From an optimization exercise on the open Yosys and OpenROAD flow, aimed at small area, a short achievable clock period and few clock cycles per item; shortcuts taken in it are not production practice.
Function was checked by simulation only, so behaviour that the tests miss may differ from the original.

Design sha256_engine, start of the top module:
module sha256_engine (
    input  wire         clk,
    input  wire         rst,         
    input  wire         start,       
    input  wire [15:0]  msg_len,     
    input  wire         in_valid,
    output reg          in_ready,
    input  wire [31:0]  in_data,
    output reg          busy,
    output reg          done,
    output wire [255:0] digest
);
Size in the first run: about 5100 cells after synthesis, about 1100 flip-flops, roughly 52000 um2 of cells after synthesis.
Settings: LEC_CHECK=0, CAP_MARGIN=20, CORE_MARGIN=2, CORE_UTILIZATION=40, PLACE_DENSITY=0.6, SLEW_MARGIN=20; clock period 10.0 ns.
standard.sh (not shown) runs the stock make flow with config.mk's settings and CLKGATE_MAP_FILE= SYNTH_SCRIPT=/design/flow/synth_recipe.tcl, a recipe that flattens the netlist after the stock synthesis.
==> flow/flow/run.sh <==
#!/bin/bash
# Standard layout, with a tighter setup target for timing repair and the
# smallest buffer on the ports. Each tool's output goes to the ORFS logs
# under orfs/logs; make's own output goes to make.log here.
set -euo pipefail
bash standard.sh SETUP_SLACK_MARGIN=6 "BUFFER_PORTS_ARGS=-buffer_cell sky130_fd_sc_hd__buf_1" finish > make.log 2>&1
The starting point finished clean.
Testbench counts at the start, summed over its fixed seeds: cycles 216,073, items 960.
Change:
==> flow/flow/run.sh (replaced) <==
#!/bin/bash
# The standard layout (standard.sh) with two changes: Yosys's synth runs
# without its internal pre-mapping ABC pass (-noabc), so the full adders are
# extracted from the plain gate netlist without polarity inverters; and the
# ports get the smallest buffer. Registers are unchanged. Per-step tool logs
# are in orfs/logs; make's output is in make.log here.
set -euo pipefail
bash standard.sh SYNTH_ARGS=-noabc "BUFFER_PORTS_ARGS=-buffer_cell sky130_fd_sc_hd__buf_1" finish > make.log 2>&1
CTS_CLUSTER_DIAMETER = 100   (was not set)
CTS_CLUSTER_SIZE = 25   (was not set)
SETUP_SLACK_MARGIN = 5   (was not set)
The changed run completed with no timing, DRC or antenna violations.
Setup slack barely changes.
Hold slack improved by 0.063 ns.
Utilization drops by 5.2 points.
Change:
==> flow/flow/run.sh (replaced) <==
#!/bin/bash
# Standard layout (the standard.sh), with the smallest buffer on the
# ports. Per-step tool logs land in orfs/logs; make's output is in make.log.
set -euo pipefail
bash standard.sh "BUFFER_PORTS_ARGS=-buffer_cell sky130_fd_sc_hd__buf_1" finish > make.log 2>&1
CTS_CLUSTER_DIAMETER = not set   (was 100)
CTS_CLUSTER_SIZE = not set   (was 25)
Effect: The changed run completed without violations; sequential cell count is unchanged; cell area came out higher by 7.4%; worst setup slack got worse by 0.097 ns; via count came out higher by 5.9%; fmax came out lower by 1.9%; register-to-register slack got worse by 0.097 ns; critical path depth came out higher by 3; die area came out higher by 2.3%.
Change:
CORE_UTILIZATION = 75   (was 40)
CTS_BUF_LIST = sky130_fd_sc_hd__clkbuf_8   (was not set)
CTS_CLUSTER_DIAMETER = 100   (was not set)
CTS_CLUSTER_SIZE = 25   (was not set)
PLACE_DENSITY = 0.88   (was 0.6)
The new run aborted during global routing with GRT-0232.
Synthesized area does not change.
Synthesized cell count is unchanged.


sha256_engine, a different RTL version from the one above (not shown whole).
For scale: about 1100 flip-flops, ~310 I/O pins, about 0.050 mm2 of cells after synthesis.
Settings: LEC_CHECK=0, CAP_MARGIN=20, CORE_MARGIN=2, CORE_UTILIZATION=55, CTS_CLUSTER_DIAMETER=100, CTS_CLUSTER_SIZE=25, PLACE_DENSITY=0.7, SETUP_SLACK_MARGIN=5, SLEW_MARGIN=20, TNS_END_PERCENT=0; clock period 10.0 ns.
==> flow/flow/run.sh <==
#!/bin/bash
# The standard layout (standard.sh) with two changes: Yosys's synth runs
# without its internal pre-mapping ABC pass (-noabc), so the full adders are
# extracted from the plain gate netlist without polarity inverters; and the
# ports get the smallest buffer. Registers are unchanged. Per-step tool logs
# are in orfs/logs; make's output is in make.log here.
set -euo pipefail
bash standard.sh SYNTH_ARGS=-noabc "BUFFER_PORTS_ARGS=-buffer_cell sky130_fd_sc_hd__buf_1" finish > make.log 2>&1
Testbench counts at the start, summed over its fixed seeds: cycles 216,073, items 960.
Then changed:
- CORE_UTILIZATION: 55 -> 40
- PLACE_DENSITY: 0.7 -> 0.6
Setup slack improved by 0.10 ns.
Final area is higher by 1.6%.
Synthesized area stays the same.


== build 91 ==
sha256_engine with an RTL version that a note above also has.
Size in the first run: about 5100 cells after synthesis, roughly 310 I/O pins, roughly 0.052 mm2 of cells after synthesis.
Settings: LEC_CHECK=0, CAP_MARGIN=20, CORE_MARGIN=2, CORE_UTILIZATION=40, PLACE_DENSITY=0.6, SETUP_SLACK_MARGIN=5, SLEW_MARGIN=20; clock period 10.0 ns.
run.sh (not shown) runs the stock make flow with config.mk's settings and CLKGATE_MAP_FILE= SYNTH_SCRIPT=/design/flow/synth_recipe.tcl, a recipe that flattens the netlist after the stock synthesis.
Stock flow here: none of the scripts above is used.
Build 91 completed; timing, DRC and antenna clean
Testbench counts of build 91, summed over its fixed seeds: cycles 216,073, items 960.
Here is what was changed in the inputs of build 38 compared with build 91.
- CTS_CLUSTER_SIZE now 25, previously not set
- PLACE_DENSITY now 0.75, was 0.6
- CTS_CLUSTER_DIAMETER now 100, previously not set
- CORE_UTILIZATION now 60, was 40
==> flow/flow/run.sh (new file) <==
#!/bin/bash
# The standard layout (standard.sh) with two changes: Yosys's synth runs
# without its internal pre-mapping ABC pass (-noabc), so the full adders are
# extracted from the plain gate netlist without polarity inverters; and the
# ports get the smallest buffer. Registers are unchanged. Per-step tool logs
# are in orfs/logs; make's output is in make.log here.
set -euo pipefail
bash standard.sh SYNTH_ARGS=-noabc "BUFFER_PORTS_ARGS=-buffer_cell sky130_fd_sc_hd__buf_1" finish > make.log 2>&1
==> flow/standard.sh (new file) <==
#!/bin/bash
# synth_recipe.tcl (not shown) runs the flow's synth.tcl, then flattens the netlist and writes it again
# the make line also repeats each setting of config.mk as NAME=value (left out here)
make -C /OpenROAD-flow-scripts/flow DESIGN_CONFIG=/design/flow/config.mk WORK_HOME=/design/flow/orfs CLKGATE_MAP_FILE= SYNTH_SCRIPT=/design/flow/synth_recipe.tcl "${@:-finish}"
removed: flow/run.sh
[summary]
[compare] base=build 91 new=build 38: vertical extent of the die shows a reduction of 70 um; number of instances in the synthesized netlist shows a reduction of 338.
Diff build 91 -> build 38: final area has decreased, overall die area has decreased, number of sequential cells in the layout has remained practically unchanged, fmax has increased.
diff inputs: build 38 => build 53
- CORE_UTILIZATION: 60 -> 40
- PLACE_DENSITY: 0.75 -> 0.6
==> flow/flow/run.sh <==
#!/bin/bash
# Standard layout (the standard.sh), with the smallest buffer on the
# ports. Per-step tool logs land in orfs/logs; make's output is in make.log.
set -euo pipefail
bash standard.sh "BUFFER_PORTS_ARGS=-buffer_cell sky130_fd_sc_hd__buf_1" finish > make.log 2>&1
--- outcome ---
Sort build 38 and build 53 by layout overhead on the synthesized area desc -> top: build 53
Diff build 38 -> build 53: worst hold slack now smaller, starting DRC count in detailed routing fell by about 0.9%.
A critical path endpoint of a[29] is what build 53 shows, while e[30] belongs to build 38.
Looking at build 38 and build 53, the post-synthesis mux area share is a wash.
The following lists how build 94 was set up differently from build 53:
- CTS_CLUSTER_SIZE removed (was 25)
- CTS_CLUSTER_DIAMETER removed (was 100)
==> flow/flow/run.sh <==
#!/bin/bash
# Standard layout, but synthesis leaves full adders to ABC instead of mapping
# them to the library's adder cells. Tool output: orfs/logs (per step) and
# make.log here.
set -euo pipefail
bash standard.sh ADDER_MAP_FILE= finish > make.log 2>&1
## What came out
Against build 53, highest attainable clock frequency in build 94 came out worse. Looking at uppermost signal routing layer after detailed routing, the met5 result is from build 53; the met4 one comes from build 94. Going from build 53 to build 94, post-detailed-route wirelength per cell picked up an extra about 3.4%; post-detailed-route via-to-cell ratio picked up an extra 0.28; final cell count picked up an extra 22%.
Edits applied to the flow inputs when going from build 94 to build 6:
- CTS_CLUSTER_SIZE now 25, previously not set
- CTS_CLUSTER_DIAMETER now 100, previously not set
==> flow/run.sh (new file) <==
#!/bin/bash
# synth_recipe.tcl (not shown) runs the flow's synth.tcl, then flattens the netlist and writes it again
# the make line also repeats each setting of config.mk as NAME=value (left out here)
make -C /OpenROAD-flow-scripts/flow DESIGN_CONFIG=/design/flow/config.mk WORK_HOME=/design/flow/orfs CLKGATE_MAP_FILE= SYNTH_SCRIPT=/design/flow/synth_recipe.tcl finish
removed: flow/flow/run.sh
removed: flow/standard.sh
[summary]
- Re wire length on met3: build 94 was higher than build 6.
- Note that the number of placed instances with taps included recorded for build 94 amounts to 1.19 times the value seen in build 6.
- Cell area | build 6 vs build 94 | build 6 smaller
- Compare build 94 and build 6 | placed standard-cell area higher: build 94
- [build 6 vs build 94] met1 usage: lower in build 6
- Summary — fill cell instance count of the final layout, build 6 relative to build 94: lower, by 1019.
- Higher synthesis-to-finish area growth was reported by build 94, not build 6.
- Relative to build 94, count of cell types in the netlist has decreased by 18% in build 6.
> inputs changed (build 6 -> build 97)
- changing CTS_CLUSTER_SIZE from 25 to 30
- changing CTS_CLUSTER_DIAMETER from 100 to 80
Results
- Comparing build 6 against build 97, there is no change at all in share of synthesized registers carrying an async set or reset.
- Build 6 has a higher non-clock buffer contribution to total cell area than build 97.
- The detailed-route wire length of build 6 and that of build 97 are within noise of each other.
- Summary — worst setup slack after layout, build 97 relative to build 6: higher, by 0.021 ns.
- Against build 6, build 97 comes in 0.74% higher on final design area excluding fillers.
- Re via total after detailed routing: build 6 and build 97 aren't equal, and the higher value belongs to build 97.

==> separate check: timing with driven ports <==
The flow's constraints put no driver on any port. The routed layouts listed below were extracted and timed again, unchanged, in two steps. Step 1, drivers: a clkbuf_16 drives clk and a buf_2 each remaining input, both assumed. Step 2 adds t to the input delays and takes it off the output delays; t is the mean of the earliest and latest rising clock arrival at the registers after step 1. Input paths then give back, and output paths get back, about the clock's delay inside the block. a / b / c = ideal / step 1 / step 2; a / b = the first two.
run | t (ns) | setup slack, ns | worst setup path after step 2
the first run of note 1 | 0.830 | 5.059 / 5.059 / 5.059 | register to register
the second run of note 1 | 0.768 | 5.060 / 5.060 / 4.517 | input to register
the third run of note 1 | 0.829 | 4.964 / 4.964 / 4.616 | input to register
the first run of note 2 | 0.758 | 4.965 / 4.965 / 4.965 | register to register
the second run of note 2 | 0.767 | 5.070 / 5.070 / 4.623 | input to register
build 91 | 0.822 | 4.956 / 4.956 / 4.340 | input to register
build 38 | 0.744 | 5.013 / 5.013 / 4.820 | input to register
build 53 | 0.772 | 4.983 / 4.983 / 4.598 | input to register
build 94 | 0.835 | 4.890 / 4.890 / 4.304 | input to register
build 6 | 0.784 | 4.845 / 4.845 / 4.417 | input to register
build 97 | 0.799 | 4.866 / 4.866 / 4.429 | input to register
After both steps every run listed still meets setup and hold. For build 91, which loses most, drivers alone change the setup slack by 0.000 ns; drivers and shift together by -0.616 ns.
